From an optimization exercise on the open Yosys and OpenROAD flow, aimed at a short achievable clock period and few clock cycles; shortcuts taken in it are not production practice.
Function was checked by simulation only, so behaviour that the tests miss may differ from the original.
No activity file was given, so power comes from the tool's default toggle rates.

## flow/run.sh

```bash
#!/bin/bash
# synth_recipe.tcl (not shown) runs the flow's synth.tcl, then flattens the netlist and writes it again
# the make line also repeats each setting of config.mk as NAME=value (left out here)
make -C /OpenROAD-flow-scripts/flow DESIGN_CONFIG=/design/flow/config.mk WORK_HOME=/design/flow/orfs CLKGATE_MAP_FILE= SYNTH_SCRIPT=/design/flow/synth_recipe.tcl finish
```

## flow/config.mk

```make
export PLATFORM = sky130hd
export DESIGN_NAME = rhp_codec
export DESIGN_NICKNAME = rhp_codec
export VERILOG_FILES = /design/flow/design.v
export SDC_FILE = /design/flow/constraint.sdc
export NUM_CORES = 4
export LEC_CHECK = 0
export CAP_MARGIN = 20
export CORE_MARGIN = 2
export CORE_UTILIZATION = 40
export SLEW_MARGIN = 20
```

## flow/constraint.sdc

```tcl
create_clock -name core_clock -period 10.0 [get_ports {clk}]
set_input_delay 2.0000 -clock core_clock [delete_from_list [all_inputs] [get_ports {clk}]]
set_output_delay 2.0000 -clock core_clock [all_outputs]
set_load 0.01 [all_outputs]
```

## flow/design.v

```verilog
module rhp_codec (
    input  wire        clk,
    input  wire        rst,
    input  wire        reg_we,
    input  wire [7:0]  reg_addr,
    input  wire [31:0] reg_wdata,
    output reg  [31:0] reg_rdata,
    output wire        busy,
    output wire        tbuf_en,
    output wire        tbuf_we,
    output wire [7:0]  tbuf_addr,
    output wire [7:0]  tbuf_wdata,
    input  wire [7:0]  tbuf_rdata,
    output wire        mbuf_en,
    output wire        mbuf_we,
    output wire [8:0]  mbuf_addr,
    output wire [7:0]  mbuf_wdata,
    input  wire [7:0]  mbuf_rdata,
    output wire        fbuf_en,
    output wire        fbuf_we,
    output wire [8:0]  fbuf_addr,
    output wire [7:0]  fbuf_wdata,
    input  wire [7:0]  fbuf_rdata
);
    localparam [7:0] OP_NOP     = 8'h00;
    localparam [7:0] OP_CLRERR  = 8'h01;
    localparam [7:0] OP_CKSUM   = 8'h10;
    localparam [7:0] OP_CKCOMP  = 8'h11;
    localparam [7:0] OP_CKVER   = 8'h12;
    localparam [7:0] OP_MPACK   = 8'h20;
    localparam [7:0] OP_MPARSE  = 8'h21;
    localparam [7:0] OP_FPACKT  = 8'h30;
    localparam [7:0] OP_FPACKM  = 8'h31;
    localparam [7:0] OP_FPARSE  = 8'h32;
    localparam [7:0] OP_SRESET  = 8'hFF;
    localparam [7:0] E_ILLCMD    = 8'd1;
    localparam [7:0] E_LEN       = 8'd3;
    localparam [7:0] E_ODD       = 8'd4;
    localparam [7:0] E_FTYPE     = 8'd5;
    localparam [7:0] E_MTYPE     = 8'd6;
    localparam [7:0] E_UNTERM    = 8'd7;
    localparam [7:0] E_TOOLONG   = 8'd8;
    localparam [7:0] E_MALFORMED = 8'd9;
    localparam [2:0]
        E_IDLE = 3'd0,
        E_CK   = 3'd1,    
        E_FPR  = 3'd2,    
        E_MPR  = 3'd3,    
        E_SCAN = 3'd4,    
        E_WR   = 3'd5,    
        E_MPW  = 3'd6;    
    localparam [1:0] K_NONE = 2'd0, K_DATA = 2'd1, K_CKL = 2'd2, K_CKH = 2'd3;
    reg [7:0]  r_cmd;
    reg        st_err, st_esticky, st_ckok, st_pad;
    reg [7:0]  r_errcode, r_errinfo;
    reg [15:0] r_flen, r_mlen, r_tlen;
    reg [7:0]  r_ftype;
    reg [15:0] r_portid;
    reg [3:0]  r_mtype;
    reg [15:0] r_srcport, r_dstport;
    reg [31:0] r_ident;
    reg [15:0] r_ckres, r_flenc;
    reg [7:0]  r_pf_ver, r_pf_type, r_pf_len;
    reg [15:0] r_pf_port, r_pf_ck;
    reg [3:0]  r_pm_type;
    reg [13:0] r_pm_src, r_pm_dst;
    reg [31:0] r_pm_ident;
    reg        busy_r;
    reg [2:0]  est;
    reg [7:0]  op;
    reg        t_en_r, t_we_r, t_ptf_r;
    reg [7:0]  t_addr_r;
    reg        m_en_r, m_we_r, m_ptt_r, m_ptf_r;
    reg [8:0]  m_addr_r;
    reg [7:0]  m_wd_r;
    reg        f_en_r, f_we_r, f_ptt_r, f_ptm_r, f_isck_r;
    reg [8:0]  f_addr_r;
    reg [7:0]  f_wd_r;
    reg [8:0]  ck_i;
    reg [7:0]  ck_lo;
    reg [15:0] ck_sum;
    reg [7:0]  fh0, fh1, fh2, fh3, fh4;
    reg [7:0]  ib0, ib1, ib2, ib3, ib4, ib5, ib6, ib7;
    reg [7:0]  cklo;
    reg [8:0]  fa;           
    reg [1:0]  fk;           
    reg [1:0]  f_kind_r;     
    reg        skip9, early9;
    reg [8:0]  ai;           
    reg [8:0]  si;           
    reg        src_m;        
    reg        is_mp;        
    reg        rev;          
    reg [8:0]  plen;
    reg        pad;
    reg [8:0]  rem, rrem, daddr, saddr;
    reg [2:0]  tl;
    reg        wlast;
    reg [15:0] sum;
    reg [3:0]  wk;           
    reg [3:0]  mp_last;
    assign busy = busy_r;
    wire start = reg_we & (reg_addr == 8'h00) & ~busy_r;
    wire [7:0] wop = reg_wdata[7:0];
    assign tbuf_en    = t_en_r | start;
    assign tbuf_we    = t_we_r;
    assign tbuf_addr  = t_addr_r;
    assign tbuf_wdata = t_ptf_r ? fbuf_rdata : mbuf_rdata;
    assign mbuf_en    = m_en_r | start;
    assign mbuf_we    = m_we_r;
    assign mbuf_addr  = m_addr_r;
    assign mbuf_wdata = m_ptt_r ? tbuf_rdata : (m_ptf_r ? fbuf_rdata : m_wd_r);
    assign fbuf_en    = f_en_r | start;
    assign fbuf_we    = f_we_r;
    assign fbuf_addr  = f_addr_r;
    assign fbuf_wdata = f_ptt_r ? tbuf_rdata : (f_ptm_r ? mbuf_rdata : f_wd_r);
    function [15:0] fold;
        input [15:0] s;
        input [15:0] w;
        reg   [16:0] t;
        begin
            t    = {1'b0, s} + {1'b0, w};
            fold = t[15:0] + {15'd0, t[16]};
        end
    endfunction
    always @(*) begin
        case (reg_addr)
            8'h00: reg_rdata = {24'd0, r_cmd};
            8'h01: reg_rdata = {28'd0, st_pad, st_ckok, st_esticky, st_err};
            8'h02: reg_rdata = {24'd0, r_errcode};
            8'h03: reg_rdata = {24'd0, r_errinfo};
            8'h04: reg_rdata = {16'd0, r_flen};
            8'h05: reg_rdata = {16'd0, r_mlen};
            8'h06: reg_rdata = {16'd0, r_tlen};
            8'h08: reg_rdata = {24'd0, r_ftype};
            8'h09: reg_rdata = {16'd0, r_portid};
            8'h0A: reg_rdata = {28'd0, r_mtype};
            8'h0B: reg_rdata = {16'd0, r_srcport};
            8'h0C: reg_rdata = {16'd0, r_dstport};
            8'h0D: reg_rdata = r_ident;
            8'h10: reg_rdata = {16'd0, r_ckres};
            8'h11: reg_rdata = {16'd0, r_flenc};
            8'h18: reg_rdata = {24'd0, r_pf_ver};
            8'h19: reg_rdata = {24'd0, r_pf_type};
            8'h1A: reg_rdata = {16'd0, r_pf_port};
            8'h1B: reg_rdata = {24'd0, r_pf_len};
            8'h1C: reg_rdata = {16'd0, r_pf_ck};
            8'h20: reg_rdata = {28'd0, r_pm_type};
            8'h21: reg_rdata = {18'd0, r_pm_src};
            8'h22: reg_rdata = {18'd0, r_pm_dst};
            8'h23: reg_rdata = r_pm_ident;
            default: reg_rdata = 32'd0;
        endcase
    end
    wire [13:0] mp_s  = r_srcport[13:0];
    wire [13:0] mp_d  = r_dstport[13:0];
    wire [7:0]  mp_h0 = {mp_s[3:0], r_mtype};
    wire [7:0]  mp_h1 = mp_s[11:4];
    wire [7:0]  mp_h2 = {mp_d[5:0], mp_s[13:12]};
    wire [7:0]  mp_h3 = mp_d[13:6];
    reg [7:0] mp_byte;
    always @(*) begin
        case (wk + 4'd1)
            4'd1: mp_byte = mp_h1;
            4'd2: mp_byte = mp_h2;
            4'd3: mp_byte = mp_h3;
            4'd4: mp_byte = (r_mtype == 4'd6) ? r_ident[31:24] : 8'd0;
            4'd5: mp_byte = r_ident[23:16];
            4'd6: mp_byte = r_ident[15:8];
            4'd7: mp_byte = r_ident[7:0];
            default: mp_byte = 8'd0;
        endcase
    end
    wire [15:0] ck_final = fold(ck_sum, {fbuf_rdata, ck_lo});
    wire        fp_hdr4  = (fk == K_DATA) && (fa == 9'd4);
    wire [7:0]  fp_L     = fp_hdr4 ? fbuf_rdata : fh4;
    wire        fp_emb   = (fh1 == 8'd8);
    wire [3:0]  fp_t     = ib0[3:0];
    wire [7:0]  fp_lm    = ib4;
    reg         fp_err;
    reg [7:0]   fp_info;
    always @(*) begin
        fp_err  = 1'b0;
        fp_info = 8'd0;
        if (fp_hdr4) begin
            if (r_flen < 16'd5 + {8'd0, fbuf_rdata})
                begin fp_err = 1'b1; fp_info = 8'd2; end
            else if (r_flen < 16'd7 + {8'd0, fbuf_rdata})
                begin fp_err = 1'b1; fp_info = 8'd3; end
            else if (fh1 != 8'd2 && fh1 != 8'd8)
                begin fp_err = 1'b1; fp_info = 8'd4; end
            else if (fh1 == 8'd8 && fbuf_rdata < 8'd4)
                begin fp_err = 1'b1; fp_info = 8'd5; end
        end else if (fk == K_DATA && fa == 9'd5 && fp_emb) begin
            if (fbuf_rdata[3:0] != 4'd2 && fbuf_rdata[3:0] != 4'd4 &&
                fbuf_rdata[3:0] != 4'd6 && fbuf_rdata[3:0] != 4'd8)
                begin fp_err = 1'b1; fp_info = 8'd7; end
            else if (fbuf_rdata[3:0] == 4'd8 && fh4 < 8'd5)
                begin fp_err = 1'b1; fp_info = 8'd6; end
            else if (fbuf_rdata[3:0] == 4'd6 && fh4 < 8'd8)
                begin fp_err = 1'b1; fp_info = 8'd6; end
        end else if (fk == K_DATA && fa == 9'd9 && fp_emb && fp_t == 4'd8) begin
            if ({1'b0, fh4} < 9'd5 + {1'b0, fbuf_rdata})
                begin fp_err = 1'b1; fp_info = 8'd6; end
        end
    end
    wire [8:0] fp_na0 = early9 ? 9'd6 : (f_addr_r + 9'd1);
    wire [8:0] fp_na  = (skip9 && !early9 && fp_na0 == 9'd9) ? 9'd10 : fp_na0;
    wire [3:0]  mr_t   = (ai == 9'd0) ? mbuf_rdata[3:0] : ib0[3:0];
    wire [7:0]  mr_lm  = (ai == 9'd4) ? mbuf_rdata : ib4;
    wire [8:0]  mr_last = (mr_t == 4'd6) ? 9'd7 :
                          (mr_t != 4'd8) ? 9'd3 :
                          (ai < 9'd4)    ? 9'd260 : (9'd4 + {1'b0, mr_lm});
    reg         mr_err;
    always @(*) begin
        mr_err = 1'b0;
        if (ai == 9'd0) begin
            if (mr_t != 4'd2 && mr_t != 4'd4 && mr_t != 4'd6 && mr_t != 4'd8)
                mr_err = 1'b1;
            else if (mr_t == 4'd8 && r_mlen < 16'd5)
                mr_err = 1'b1;
            else if (mr_t == 4'd6 && r_mlen < 16'd8)
                mr_err = 1'b1;
        end else if (ai == 9'd4 && mr_t == 4'd8) begin
            if (r_mlen < 16'd5 + {8'd0, mbuf_rdata})
                mr_err = 1'b1;
        end
    end
    wire [7:0] mr_info = (ai == 9'd0 && mr_t != 4'd2 && mr_t != 4'd4 &&
                          mr_t != 4'd6 && mr_t != 4'd8) ? 8'd7 : 8'd6;
    wire [7:0] mb1 = (ai == 9'd1) ? mbuf_rdata : ib1;
    wire [7:0] mb2 = (ai == 9'd2) ? mbuf_rdata : ib2;
    wire [7:0] mb3 = (ai == 9'd3) ? mbuf_rdata : ib3;
    wire [7:0] mb4 = (ai == 9'd4) ? mbuf_rdata : ib4;
    wire [7:0] mb7 = (ai == 9'd7) ? mbuf_rdata : ib7;
    wire [7:0]  sc_byte  = src_m ? mbuf_rdata : tbuf_rdata;
    wire [8:0]  sc_last  = src_m ? 9'd260 : 9'd255;
    wire        sc_rev   = is_mp | (r_ftype == 8'd2);
    wire [8:0]  sc_plen  = sc_rev ? (si + 9'd1) : si;
    wire        sc_long  = sc_rev ? (si >= 9'd255) : (si > 9'd255);
    wire [15:0] f_word   = f_addr_r[0] ? {fbuf_wdata, 8'h00} : {8'h00, fbuf_wdata};
    wire [15:0] sum_next = (f_en_r && f_we_r && !f_isck_r) ? fold(sum, f_word) : sum;
    reg [8:0] tl_addr;
    reg [7:0] tl_byte;
    always @(*) begin
        case (tl)
            3'd0: begin tl_addr = 9'd0; tl_byte = is_mp ? mp_h0 : 8'h05; end
            3'd1: begin tl_addr = 9'd1; tl_byte = is_mp ? mp_h1 : r_ftype; end
            3'd2: begin tl_addr = 9'd2; tl_byte = is_mp ? mp_h2 : r_portid[7:0]; end
            3'd3: begin tl_addr = 9'd3; tl_byte = is_mp ? mp_h3 : r_portid[15:8]; end
            3'd4: begin tl_addr = 9'd4; tl_byte = plen[7:0]; end
            3'd5: begin tl_addr = 9'd5 + plen; tl_byte = 8'd0; end
            3'd6: begin tl_addr = 9'd5 + plen + {8'd0, pad}; tl_byte = ~sum_next[7:0]; end
            default: begin tl_addr = 9'd6 + plen + {8'd0, pad}; tl_byte = ~sum_next[15:8]; end
        endcase
    end
    wire tl_is_last = is_mp ? (tl == 3'd5) : (tl == 3'd7);
    wire [2:0] tl_nxt = (!is_mp && tl == 3'd4 && !pad) ? 3'd6 : (tl + 3'd1);
    always @(posedge clk) begin
        if (rst) begin
            busy_r     <= 1'b0;
            est        <= E_IDLE;
            op         <= 8'd0;
            r_cmd      <= 8'd0;
            st_err     <= 1'b0;
            st_esticky <= 1'b0;
            st_ckok    <= 1'b0;
            st_pad     <= 1'b0;
            r_errcode  <= 8'd0;
            r_errinfo  <= 8'd0;
            r_flen     <= 16'd0;
            r_mlen     <= 16'd0;
            r_tlen     <= 16'd0;
            r_ftype    <= 8'd0;
            r_portid   <= 16'd0;
            r_mtype    <= 4'd0;
            r_srcport  <= 16'd0;
            r_dstport  <= 16'd0;
            r_ident    <= 32'd0;
            r_ckres    <= 16'd0;
            r_flenc    <= 16'd0;
            r_pf_ver   <= 8'd0;
            r_pf_type  <= 8'd0;
            r_pf_port  <= 16'd0;
            r_pf_len   <= 8'd0;
            r_pf_ck    <= 16'd0;
            r_pm_type  <= 4'd0;
            r_pm_src   <= 14'd0;
            r_pm_dst   <= 14'd0;
            r_pm_ident <= 32'd0;
            t_en_r <= 1'b0; t_we_r <= 1'b0; t_ptf_r <= 1'b0; t_addr_r <= 8'd0;
            m_en_r <= 1'b0; m_we_r <= 1'b0; m_ptt_r <= 1'b0; m_ptf_r <= 1'b0;
            m_addr_r <= 9'd0; m_wd_r <= 8'd0;
            f_en_r <= 1'b0; f_we_r <= 1'b0; f_ptt_r <= 1'b0; f_ptm_r <= 1'b0;
            f_isck_r <= 1'b0; f_addr_r <= 9'd0; f_wd_r <= 8'd0;
            ck_i <= 9'd0; ck_lo <= 8'd0; ck_sum <= 16'd0;
            fh0 <= 8'd0; fh1 <= 8'd0; fh2 <= 8'd0; fh3 <= 8'd0; fh4 <= 8'd0;
            ib0 <= 8'd0; ib1 <= 8'd0; ib2 <= 8'd0; ib3 <= 8'd0;
            ib4 <= 8'd0; ib5 <= 8'd0; ib6 <= 8'd0; ib7 <= 8'd0;
            cklo <= 8'd0; fa <= 9'd0; fk <= K_NONE; f_kind_r <= K_NONE;
            skip9 <= 1'b0; early9 <= 1'b0; ai <= 9'd0;
            si <= 9'd0; src_m <= 1'b0; is_mp <= 1'b0; rev <= 1'b0;
            plen <= 9'd0; pad <= 1'b0; rem <= 9'd0; rrem <= 9'd0;
            daddr <= 9'd0; saddr <= 9'd0; tl <= 3'd0; wlast <= 1'b0;
            sum <= 16'd0; wk <= 4'd0; mp_last <= 4'd0;
        end else begin
            t_en_r <= 1'b0; t_we_r <= 1'b0; t_ptf_r <= 1'b0; t_addr_r <= 8'd0;
            m_en_r <= 1'b0; m_we_r <= 1'b0; m_ptt_r <= 1'b0; m_ptf_r <= 1'b0;
            m_addr_r <= 9'd0; m_wd_r <= 8'd0;
            f_en_r <= 1'b0; f_we_r <= 1'b0; f_ptt_r <= 1'b0; f_ptm_r <= 1'b0;
            f_isck_r <= 1'b0; f_addr_r <= 9'd0; f_wd_r <= 8'd0;
            f_kind_r <= K_NONE;
            fk <= K_NONE;
            if (!busy_r) begin
                if (reg_we) begin
                    case (reg_addr)
                        8'h00: begin
                            r_cmd     <= wop;
                            op        <= wop;
                            st_err    <= 1'b0;
                            r_errcode <= 8'd0;
                            r_errinfo <= 8'd0;
                            case (wop)
                                OP_NOP: ;
                                OP_CLRERR: st_esticky <= 1'b0;
                                OP_SRESET: begin
                                    r_cmd      <= 8'd0;
                                    st_esticky <= 1'b0;
                                    st_ckok    <= 1'b0;
                                    st_pad     <= 1'b0;
                                    r_flen     <= 16'd0;
                                    r_mlen     <= 16'd0;
                                    r_tlen     <= 16'd0;
                                    r_ftype    <= 8'd0;
                                    r_portid   <= 16'd0;
                                    r_mtype    <= 4'd0;
                                    r_srcport  <= 16'd0;
                                    r_dstport  <= 16'd0;
                                    r_ident    <= 32'd0;
                                    r_ckres    <= 16'd0;
                                    r_flenc    <= 16'd0;
                                    r_pf_ver   <= 8'd0;
                                    r_pf_type  <= 8'd0;
                                    r_pf_port  <= 16'd0;
                                    r_pf_len   <= 8'd0;
                                    r_pf_ck    <= 16'd0;
                                    r_pm_type  <= 4'd0;
                                    r_pm_src   <= 14'd0;
                                    r_pm_dst   <= 14'd0;
                                    r_pm_ident <= 32'd0;
                                end
                                OP_CKSUM, OP_CKCOMP, OP_CKVER: begin
                                    if (r_flen > 16'd262) begin
                                        st_err <= 1'b1; st_esticky <= 1'b1; r_errcode <= E_LEN;
                                    end else if (r_flen[0]) begin
                                        st_err <= 1'b1; st_esticky <= 1'b1; r_errcode <= E_ODD;
                                    end else if (r_flen == 16'd0) begin
                                        r_ckres <= (wop == OP_CKCOMP) ? 16'hFFFF : 16'd0;
                                        if (wop == OP_CKVER)
                                            st_ckok <= 1'b0;
                                    end else begin
                                        busy_r   <= 1'b1;
                                        est      <= E_CK;
                                        ck_i     <= 9'd0;
                                        ck_lo    <= 8'd0;
                                        ck_sum   <= 16'd0;
                                        f_en_r   <= 1'b1;
                                        f_addr_r <= 9'd1;
                                    end
                                end
                                OP_MPACK: begin
                                    if (r_mtype != 4'd2 && r_mtype != 4'd4 &&
                                        r_mtype != 4'd6 && r_mtype != 4'd8) begin
                                        st_err <= 1'b1; st_esticky <= 1'b1; r_errcode <= E_MTYPE;
                                    end else if (r_mtype == 4'd8) begin
                                        busy_r   <= 1'b1;
                                        est      <= E_SCAN;
                                        src_m    <= 1'b0;
                                        is_mp    <= 1'b1;
                                        si       <= 9'd0;
                                        t_en_r   <= 1'b1;
                                        t_addr_r <= 8'd1;
                                    end else begin
                                        busy_r   <= 1'b1;
                                        est      <= E_MPW;
                                        wk       <= 4'd0;
                                        mp_last  <= (r_mtype == 4'd6) ? 4'd8 : 4'd4;
                                        m_en_r   <= 1'b1;
                                        m_we_r   <= 1'b1;
                                        m_addr_r <= 9'd0;
                                        m_wd_r   <= mp_h0;
                                    end
                                end
                                OP_MPARSE: begin
                                    if (r_mlen > 16'd261) begin
                                        st_err <= 1'b1; st_esticky <= 1'b1; r_errcode <= E_LEN;
                                    end else if (r_mlen < 16'd4) begin
                                        st_err <= 1'b1; st_esticky <= 1'b1; r_errcode <= E_MALFORMED;
                                        r_errinfo <= 8'd5;
                                    end else begin
                                        busy_r   <= 1'b1;
                                        est      <= E_MPR;
                                        ai       <= 9'd0;
                                        m_en_r   <= 1'b1;
                                        m_addr_r <= 9'd1;
                                    end
                                end
                                OP_FPACKT, OP_FPACKM: begin
                                    if (r_ftype != 8'd2 && r_ftype != 8'd8) begin
                                        st_err <= 1'b1; st_esticky <= 1'b1; r_errcode <= E_FTYPE;
                                    end else begin
                                        busy_r <= 1'b1;
                                        est    <= E_SCAN;
                                        src_m  <= (wop == OP_FPACKM);
                                        is_mp  <= 1'b0;
                                        si     <= 9'd0;
                                        if (wop == OP_FPACKM) begin
                                            m_en_r <= 1'b1; m_addr_r <= 9'd1;
                                        end else begin
                                            t_en_r <= 1'b1; t_addr_r <= 8'd1;
                                        end
                                    end
                                end
                                OP_FPARSE: begin
                                    if (r_flen > 16'd262) begin
                                        st_err <= 1'b1; st_esticky <= 1'b1; r_errcode <= E_LEN;
                                    end else if (r_flen < 16'd5) begin
                                        st_err <= 1'b1; st_esticky <= 1'b1; r_errcode <= E_MALFORMED;
                                        r_errinfo <= 8'd1;
                                    end else begin
                                        busy_r   <= 1'b1;
                                        est      <= E_FPR;
                                        fa       <= 9'd0;
                                        fk       <= K_DATA;
                                        f_en_r   <= 1'b1;
                                        f_addr_r <= 9'd1;
                                        f_kind_r <= K_DATA;
                                        skip9    <= 1'b0;
                                        early9   <= 1'b0;
                                    end
                                end
                                default: begin
                                    st_err <= 1'b1; st_esticky <= 1'b1; r_errcode <= E_ILLCMD;
                                end
                            endcase
                        end
                        8'h04: r_flen    <= reg_wdata[15:0];
                        8'h05: r_mlen    <= reg_wdata[15:0];
                        8'h08: r_ftype   <= reg_wdata[7:0];
                        8'h09: r_portid  <= reg_wdata[15:0];
                        8'h0A: r_mtype   <= reg_wdata[3:0];
                        8'h0B: r_srcport <= reg_wdata[15:0];
                        8'h0C: r_dstport <= reg_wdata[15:0];
                        8'h0D: r_ident   <= reg_wdata;
                        default: ;
                    endcase
                end
            end else begin
                case (est)
                    E_CK: begin
                        if (!ck_i[0])
                            ck_lo <= fbuf_rdata;
                        else
                            ck_sum <= ck_final;
                        ck_i <= ck_i + 9'd1;
                        if (ck_i + 9'd2 < r_flen[8:0]) begin
                            f_en_r   <= 1'b1;
                            f_addr_r <= ck_i + 9'd2;
                        end
                        if (ck_i == r_flen[8:0] - 9'd1) begin
                            r_ckres <= (op == OP_CKCOMP) ? ~ck_final : ck_final;
                            if (op == OP_CKVER)
                                st_ckok <= (ck_final == 16'hFFFF);
                            busy_r <= 1'b0;
                            est    <= E_IDLE;
                        end
                    end
                    E_FPR: begin
                        if (fk == K_DATA) begin
                            case (fa)
                                9'd0:  fh0 <= fbuf_rdata;
                                9'd1:  fh1 <= fbuf_rdata;
                                9'd2:  fh2 <= fbuf_rdata;
                                9'd3:  fh3 <= fbuf_rdata;
                                9'd4:  fh4 <= fbuf_rdata;
                                9'd5:  ib0 <= fbuf_rdata;
                                9'd6:  ib1 <= fbuf_rdata;
                                9'd7:  ib2 <= fbuf_rdata;
                                9'd8:  ib3 <= fbuf_rdata;
                                9'd9:  ib4 <= fbuf_rdata;
                                9'd10: ib5 <= fbuf_rdata;
                                9'd11: ib6 <= fbuf_rdata;
                                9'd12: ib7 <= fbuf_rdata;
                                default: ;
                            endcase
                        end
                        if (fk == K_CKL)
                            cklo <= fbuf_rdata;
                        if (fp_err) begin
                            st_err     <= 1'b1;
                            st_esticky <= 1'b1;
                            r_errcode  <= E_MALFORMED;
                            r_errinfo  <= fp_info;
                            busy_r     <= 1'b0;
                            est        <= E_IDLE;
                        end else if (fk == K_CKH) begin
                            r_pf_ver  <= fh0;
                            r_pf_type <= fh1;
                            r_pf_port <= {fh3, fh2};
                            r_pf_len  <= fh4;
                            r_pf_ck   <= {fbuf_rdata, cklo};
                            r_mlen    <= {8'd0, fh4};
                            if (!fp_emb) begin
                                r_pm_type  <= 4'd0;
                                r_pm_src   <= 14'd0;
                                r_pm_dst   <= 14'd0;
                                r_pm_ident <= 32'd0;
                                r_tlen     <= {8'd0, fh4};
                            end else begin
                                r_pm_type  <= fp_t;
                                r_pm_src   <= {ib2[1:0], ib1, ib0[7:4]};
                                r_pm_dst   <= {ib3, ib2[7:2]};
                                r_pm_ident <= (fp_t == 4'd6) ? {ib7, ib6, ib5, ib4} : 32'd0;
                                r_tlen     <= (fp_t == 4'd8) ? {8'd0, fp_lm} : 16'd0;
                            end
                            busy_r <= 1'b0;
                            est    <= E_IDLE;
                        end else begin
                            fa     <= f_addr_r;
                            fk     <= f_kind_r;
                            early9 <= 1'b0;
                            if (f_kind_r == K_DATA) begin
                                if (fp_hdr4) begin
                                    skip9 <= fp_emb && (fbuf_rdata >= 8'd5);
                                    if (fp_emb && fbuf_rdata >= 8'd5) begin
                                        f_en_r <= 1'b1; f_addr_r <= 9'd9; f_kind_r <= K_DATA;
                                        early9 <= 1'b1;
                                    end else if (fbuf_rdata >= 8'd2) begin
                                        f_en_r <= 1'b1; f_addr_r <= 9'd6; f_kind_r <= K_DATA;
                                    end else begin
                                        f_en_r <= 1'b1; f_addr_r <= r_flen[8:0] - 9'd2; f_kind_r <= K_CKL;
                                    end
                                end else if (f_addr_r < 9'd5) begin
                                    f_en_r <= 1'b1; f_addr_r <= f_addr_r + 9'd1; f_kind_r <= K_DATA;
                                end else if (fp_na > 9'd4 + {1'b0, fh4}) begin
                                    f_en_r <= 1'b1; f_addr_r <= r_flen[8:0] - 9'd2; f_kind_r <= K_CKL;
                                end else begin
                                    f_en_r <= 1'b1; f_addr_r <= fp_na; f_kind_r <= K_DATA;
                                end
                            end else if (f_kind_r == K_CKL) begin
                                f_en_r <= 1'b1; f_addr_r <= r_flen[8:0] - 9'd1; f_kind_r <= K_CKH;
                            end
                            if (f_kind_r == K_DATA && f_addr_r >= 9'd5 &&
                                f_addr_r <= 9'd4 + {1'b0, fp_L} &&
                                !(fp_emb && (f_addr_r == 9'd5 || f_addr_r == 9'd9))) begin
                                m_en_r <= 1'b1; m_we_r <= 1'b1; m_ptf_r <= 1'b1;
                                m_addr_r <= f_addr_r - 9'd5;
                                if (!fp_emb) begin
                                    t_en_r <= 1'b1; t_we_r <= 1'b1; t_ptf_r <= 1'b1;
                                    t_addr_r <= f_addr_r[7:0] - 8'd5;
                                end else if (fp_t == 4'd8 && f_addr_r >= 9'd10 &&
                                             f_addr_r < 9'd10 + {1'b0, fp_lm}) begin
                                    t_en_r <= 1'b1; t_we_r <= 1'b1; t_ptf_r <= 1'b1;
                                    t_addr_r <= f_addr_r[7:0] - 8'd10;
                                end
                            end
                            if (f_kind_r == K_CKL && fp_emb) begin
                                m_en_r <= 1'b1; m_we_r <= 1'b1; m_addr_r <= 9'd0; m_wd_r <= ib0;
                            end
                            if (f_kind_r == K_CKH && fp_emb && fh4 >= 8'd5) begin
                                m_en_r <= 1'b1; m_we_r <= 1'b1; m_addr_r <= 9'd4; m_wd_r <= ib4;
                            end
                        end
                    end
                    E_MPR: begin
                        case (ai)
                            9'd0: ib0 <= mbuf_rdata;
                            9'd1: ib1 <= mbuf_rdata;
                            9'd2: ib2 <= mbuf_rdata;
                            9'd3: ib3 <= mbuf_rdata;
                            9'd4: ib4 <= mbuf_rdata;
                            9'd5: ib5 <= mbuf_rdata;
                            9'd6: ib6 <= mbuf_rdata;
                            9'd7: ib7 <= mbuf_rdata;
                            default: ;
                        endcase
                        if (mr_err) begin
                            st_err     <= 1'b1;
                            st_esticky <= 1'b1;
                            r_errcode  <= E_MALFORMED;
                            r_errinfo  <= mr_info;
                            busy_r     <= 1'b0;
                            est        <= E_IDLE;
                        end else if (ai == mr_last) begin
                            r_pm_type  <= ib0[3:0];
                            r_pm_src   <= {mb2[1:0], mb1, ib0[7:4]};
                            r_pm_dst   <= {mb3, mb2[7:2]};
                            r_pm_ident <= (ib0[3:0] == 4'd6) ? {mb7, ib6, ib5, ib4} : 32'd0;
                            r_tlen     <= (ib0[3:0] == 4'd8) ? {8'd0, mb4} : 16'd0;
                            busy_r     <= 1'b0;
                            est        <= E_IDLE;
                        end else begin
                            ai <= ai + 9'd1;
                            if (ai + 9'd2 <= mr_last) begin
                                m_en_r   <= 1'b1;
                                m_addr_r <= ai + 9'd2;
                            end
                            if (mr_t == 4'd8 && ai >= 9'd4 && m_en_r &&
                                m_addr_r >= 9'd5 && m_addr_r <= 9'd4 + {1'b0, mr_lm}) begin
                                t_en_r   <= 1'b1;
                                t_we_r   <= 1'b1;
                                t_addr_r <= m_addr_r[7:0] - 8'd5;
                            end
                        end
                    end
                    E_SCAN: begin
                        if (sc_byte == 8'd0) begin
                            if (sc_long) begin
                                st_err <= 1'b1; st_esticky <= 1'b1; r_errcode <= E_TOOLONG;
                                busy_r <= 1'b0;
                                est    <= E_IDLE;
                            end else begin
                                est   <= E_WR;
                                rev   <= sc_rev;
                                plen  <= sc_plen;
                                pad   <= ~sc_plen[0];
                                sum   <= 16'd0;
                                wlast <= 1'b0;
                                rem   <= si;
                                rrem  <= (si == 9'd0) ? 9'd0 : (si - 9'd1);
                                daddr <= sc_rev ? 9'd6 : 9'd5;
                                saddr <= sc_rev ? (si - 9'd2) : 9'd1;
                                tl    <= sc_rev ? 3'd0 : 3'd1;
                                if (is_mp) begin
                                    m_en_r <= 1'b1; m_we_r <= 1'b1; m_addr_r <= 9'd5; m_wd_r <= 8'd0;
                                end else begin
                                    f_en_r <= 1'b1; f_we_r <= 1'b1;
                                    f_addr_r <= sc_rev ? 9'd5 : 9'd0;
                                    f_wd_r   <= sc_rev ? 8'd0 : 8'h05;
                                end
                                if (si != 9'd0) begin
                                    if (src_m) begin
                                        m_en_r <= 1'b1; m_addr_r <= sc_rev ? (si - 9'd1) : 9'd0;
                                    end else begin
                                        t_en_r <= 1'b1; t_addr_r <= sc_rev ? (si[7:0] - 8'd1) : 8'd0;
                                    end
                                end
                            end
                        end else if (si == sc_last) begin
                            st_err <= 1'b1; st_esticky <= 1'b1; r_errcode <= E_UNTERM;
                            busy_r <= 1'b0;
                            est    <= E_IDLE;
                        end else begin
                            si <= si + 9'd1;
                            if (si + 9'd2 <= sc_last) begin
                                if (src_m) begin
                                    m_en_r <= 1'b1; m_addr_r <= si + 9'd2;
                                end else begin
                                    t_en_r <= 1'b1; t_addr_r <= si[7:0] + 8'd2;
                                end
                            end
                        end
                    end
                    E_WR: begin
                        sum <= sum_next;
                        if (wlast) begin
                            if (is_mp) begin
                                r_mlen <= {7'd0, plen} + 16'd5;
                            end else begin
                                r_flen  <= {7'd0, plen} + 16'd7 + {15'd0, pad};
                                r_flenc <= {7'd0, plen} + 16'd7;
                                st_pad  <= pad;
                            end
                            busy_r <= 1'b0;
                            est    <= E_IDLE;
                        end else if (rem != 9'd0) begin
                            rem   <= rem - 9'd1;
                            daddr <= daddr + 9'd1;
                            if (is_mp) begin
                                m_en_r <= 1'b1; m_we_r <= 1'b1; m_addr_r <= daddr; m_ptt_r <= 1'b1;
                            end else begin
                                f_en_r <= 1'b1; f_we_r <= 1'b1; f_addr_r <= daddr;
                                f_ptt_r <= ~src_m; f_ptm_r <= src_m;
                            end
                            if (rrem != 9'd0) begin
                                rrem  <= rrem - 9'd1;
                                saddr <= rev ? (saddr - 9'd1) : (saddr + 9'd1);
                                if (src_m) begin
                                    m_en_r <= 1'b1; m_addr_r <= saddr;
                                end else begin
                                    t_en_r <= 1'b1; t_addr_r <= saddr[7:0];
                                end
                            end
                        end else begin
                            tl    <= tl_nxt;
                            wlast <= tl_is_last;
                            if (is_mp) begin
                                m_en_r <= 1'b1; m_we_r <= 1'b1; m_addr_r <= tl_addr; m_wd_r <= tl_byte;
                            end else begin
                                f_en_r <= 1'b1; f_we_r <= 1'b1; f_addr_r <= tl_addr; f_wd_r <= tl_byte;
                                f_isck_r <= (tl == 3'd6) || (tl == 3'd7);
                            end
                        end
                    end
                    E_MPW: begin
                        if (wk == mp_last) begin
                            r_mlen <= {12'd0, mp_last};
                            busy_r <= 1'b0;
                            est    <= E_IDLE;
                        end else begin
                            wk       <= wk + 4'd1;
                            m_en_r   <= 1'b1;
                            m_we_r   <= 1'b1;
                            m_addr_r <= {5'd0, wk} + 9'd1;
                            m_wd_r   <= mp_byte;
                        end
                    end
                    default: begin
                        busy_r <= 1'b0;
                        est    <= E_IDLE;
                    end
                endcase
            end
        end
    end
endmodule
```

==> results by group <==
Run status
  • Status: no timing/DRC/antenna violations

Final layout
  • Largest registers: r_ident x32, r_pm_ident x32
  • Most frequent cells in the layout: 691 x nand2_1, 615 x dfxtp_1, 520 x a21oi_1, 496 x nor2_1, 397 x nand3_1
  • Final core occ: 45.5%
  • Most common cell after layout, fill and taps aside: nand2_1
  • Area of the multi-input gates: 25900 um2
  • Nets@finish: 5583
  • Post-route design area: 45400 um2
  • Layout cells sized above 1: 6.04%
  • P&R area growth vs syn: 12.8%
  • Post-Layout Cell Count: 6670
  • # fillers: 10102
  • Sequential Area: 12300 um2

Critical path
  • Crit Path Class: input pin to output pin
  • Worst Setup Start Kind: input pin
  • CP endpoint kind: output pin
  • Max incr delay on CP: 900 ps
  • CP Launch Point: reg_addr[4]
  • Worst Path Max Fanout: 12
  • CP max stage cell: nor4_1
  • Crit path cell chain: clkdlybuf4s50_1 > nor4_1 > nand2_1 > nor2_1 > buf_4 > a22o_1 > a221oi_1 > nand3_1 > nor2_1 > nand2_1 > clkdlybuf4s50_1
  • R2R Setup Slk: 3850 ps
  • R2r startpoint: ai[0]
  • CP required: 8000 ps
  • Data arrival, critical path: 5720 ps

STA
  • Slew Viols, Final: 0
  • Setup TNS: 0 ps
  • FMAX: 129 MHz
  • Relative slew slack: 21.1%
  • Tmin final: 7720 ps
  • Final Cycle Share: 77.2%
  • RSZ-0062 raised after global routing: no
  • Setup-failing EPs final: 0
  • Hold WS: 451 ps
  • Layout Skew: 25.8 ps
  • Final Hold Fails: 0
  • Slew @ Worst Pin: 1170 ps
  • Final WS setup: 2280 ps

Yosys
  • Yosys top cell area share: 30.6%
  • Yosys top cell by area: dfxtp_1
  • Yosys Warn Count: 1
  • Number of flops mapped to enable cells by yosys: 0
  • Avg Cell Area, Syn: 7.47 um2
  • FFs w/ async S/R, synth: 0%
  • Sequential-to-total area share from yosys stat: 30.6%
  • Synth Instances: 5388
  • Area contributors post-synth: dfxtp_1 31%, a21oi_1 6.5%, nand2_1 6.5%
  • Primary FF master, synth: dfxtp_1
  • Mapped cell area: 40200 um2
  • Flops & latches, synth: 616
  • Synth cell types: 100
  • Syn nets: 5665

Clock network
  • Post-CTS Setup Inserts: 0
  • CTS clk-pin slew, worst paths: 60 ps
  • TritonCTS clock tree: built
  • Worst-skew pair later-pin latency: 670 ps
  • Root Driver: clkbuf_16
  • CTS max path bufs: 3
  • Resized cells post-CTS: 0
  • Clock H-tree levels: 3
  • Post-CTS Hold Fix Bufs: 0
  • Total CTS buffers: 75
  • Clk sinks: 616

Detailed routing
  • Routed vias: 43692
  • Router iterations before antenna repair: 7
  • Post-route DRC: 0
  • Antenna Nets Post-Route: 0
  • Drt wl/cell: 29.0 um
  • Initial DRC count: 6584
  • Via density: 6.55
  • Total wire length: 194 mm

Floorplanning
  • Die Footprint: 103000 um2
  • DIE HEIGHT: 321 um
  • Num rows: 116
  • Die Width: 321 um
  • Ports: 156
  • Core footprint: 99900 um2
  • Initial core utilization: 40.3%

Placement
  • Placed Area: 42700 um2
  • Port Buffers: 155
  • Pre-CTS WS: 1870 ps
  • Routability congestion estimate: 1.05
  • Detail Placement HPWL: 144 mm
  • Placed Cells incl. Taps: 6525

Pwr
  • Int Pwr: 4.29 mW
  • Combinational Power Share: 4.3%
  • Net Sw Frac: 24.3%
  • Switch Pwr: 1.38 mW
  • Register share of total power: 43.4%
  • LEAKAGE: 16.0 nW
  • Total power per unit cell area: 125 nW/um2
  • Overall Power: 5.66 mW
  • Clock power share: 52.3%
  • VDD IR max: 0.123 mV

Flow run
  • Max cap viols: 0

Hold path
  • Hold wc startpoint: fa[4]
  • Worst Hold Class: flop to flop

GRT
  • Vias in the first global route: 39664
  • First-pass GRT wire length: 278 mm
  • GRT Total Usage: 36.2%
  • Initial antenna violation count: 10
  • Largest net degree at the start of global routing: 127
  • Grt total ovfl: 0
worst max-delay path, delay by kind of cell:
kind | cells | cell delay, ps
AND/OR/NAND/NOR | 6 | 2120
buffers and inverters | 3 | 1360
AO/OA/AOI/OAI | 2 | 220
cell usage after synthesis, types with 20 or more instances:
master	instances
o21ai_0	214
a31oi_1	54
o31ai_1	21
nor2_1	500
nand3_1	397
a222oi_1	41
nor4_1	36
a211oi_1	114
a21oi_1	521
o22a_1	28
or2_2	27
inv_1	121
xnor2_1	132
nand4_1	65
dfxtp_1	616
ha_1	207
or4_1	20
and2_1	33
o22ai_1	50
xor2_1	84
a21o_1	32
or3_1	34
nor2b_1	42
nand2b_1	59
nor3_1	97
o21a_1	33
clkbuf_1	354
buf_2	21
a22o_1	52
buf_1	34
a221oi_1	54
o21ai_1	41
and3_1	59
nand2_1	694
mux2i_1	69
o211ai_1	23
a22oi_1	103
power groups by stage:
| stage | logic (mW) | registers [mW] | clock network [mW] |
|---|---|---|---|
| CTS | 0.233 | 2.46 | 2.99 |
| detailed placement | 0.232 | 2.51 | 0 |
| global placement | 0.232 | 2.51 | 0 |
| global route | 0.252 | 2.45 | 3.09 |
| finish | 0.243 | 2.46 | 2.96 |
| floorplan | 0.121 | 2.51 | 0 |
area by class of cell:
cell class,instances,share of cell area (%)
Inverter,123,1.02
Tap cell,1298,3.58
Antenna cell,5,0.0276
Multi-Input combinational cell,4231,57.2
Timing Repair Buffer,259,5.16
Sequential cell,616,27.2
Clock buffer,108,4.88
Clock inverter,30,1.00
logic make-up after synthesis:
| group | after synthesis | synth area share [%] |
|---|---|---|
| mux | 79 | 2.00 |
| xor+xnor | 218 | 4.81 |
| simple gates | 2153 | 25.1 |
| flops | 616 | 30.6 |
| fa+ha+maj | 210 | 6.58 |
| compound gates | 1571 | 25.6 |
| buf+inv | 541 | 5.24 |
final timing paths:
path / endpoint / cells past startpoint
setup / recovery: reg_rdata[6] / 11
hold / removal: fa[4] / 2
setup reg to reg: r_pm_type[2] / 16
hold reg to reg: fa[4] / 2
metal layers:
| layer | routed length [um] | GRT usage [%] |
|---|---|---|
| met1 | 78300 | 48.4 |
| met2 | 80300 | 53.0 |
| met3 | 23700 | 10.3 |
| met4 | 11300 | 18.2 |
| met5 | 27 | 0 |
Testbench counts, summed over its fixed seeds: cycles 351,489.

-- port drivers added, routing unchanged --
How much do the figures lean on ideal ports? The routed layout below was timed once more, with nothing changed but the port constraints.
Step 1 sets driving cells, clkbuf_16 on the clock port and buf_2 on the other inputs (assumed; they add their load-dependent delay and slew).
Step 2, shift: input delay + t, output delay - t, t = (earliest + latest rising clock arrival at the registers) / 2. This alone moves slack from input paths to output paths.
Three values: ideal, step 1, step 2; two values: the first two.
shift t [ns]: 0.726
setup WS [ns]: 2.275 / 2.246 / 1.666
worst hold slack (ns): 0.451 / 0.451 / 0.451
After both steps setup and hold are still met in this run. The setup slack of this run moves by -0.029 ns with the drivers and by -0.609 ns with both steps.
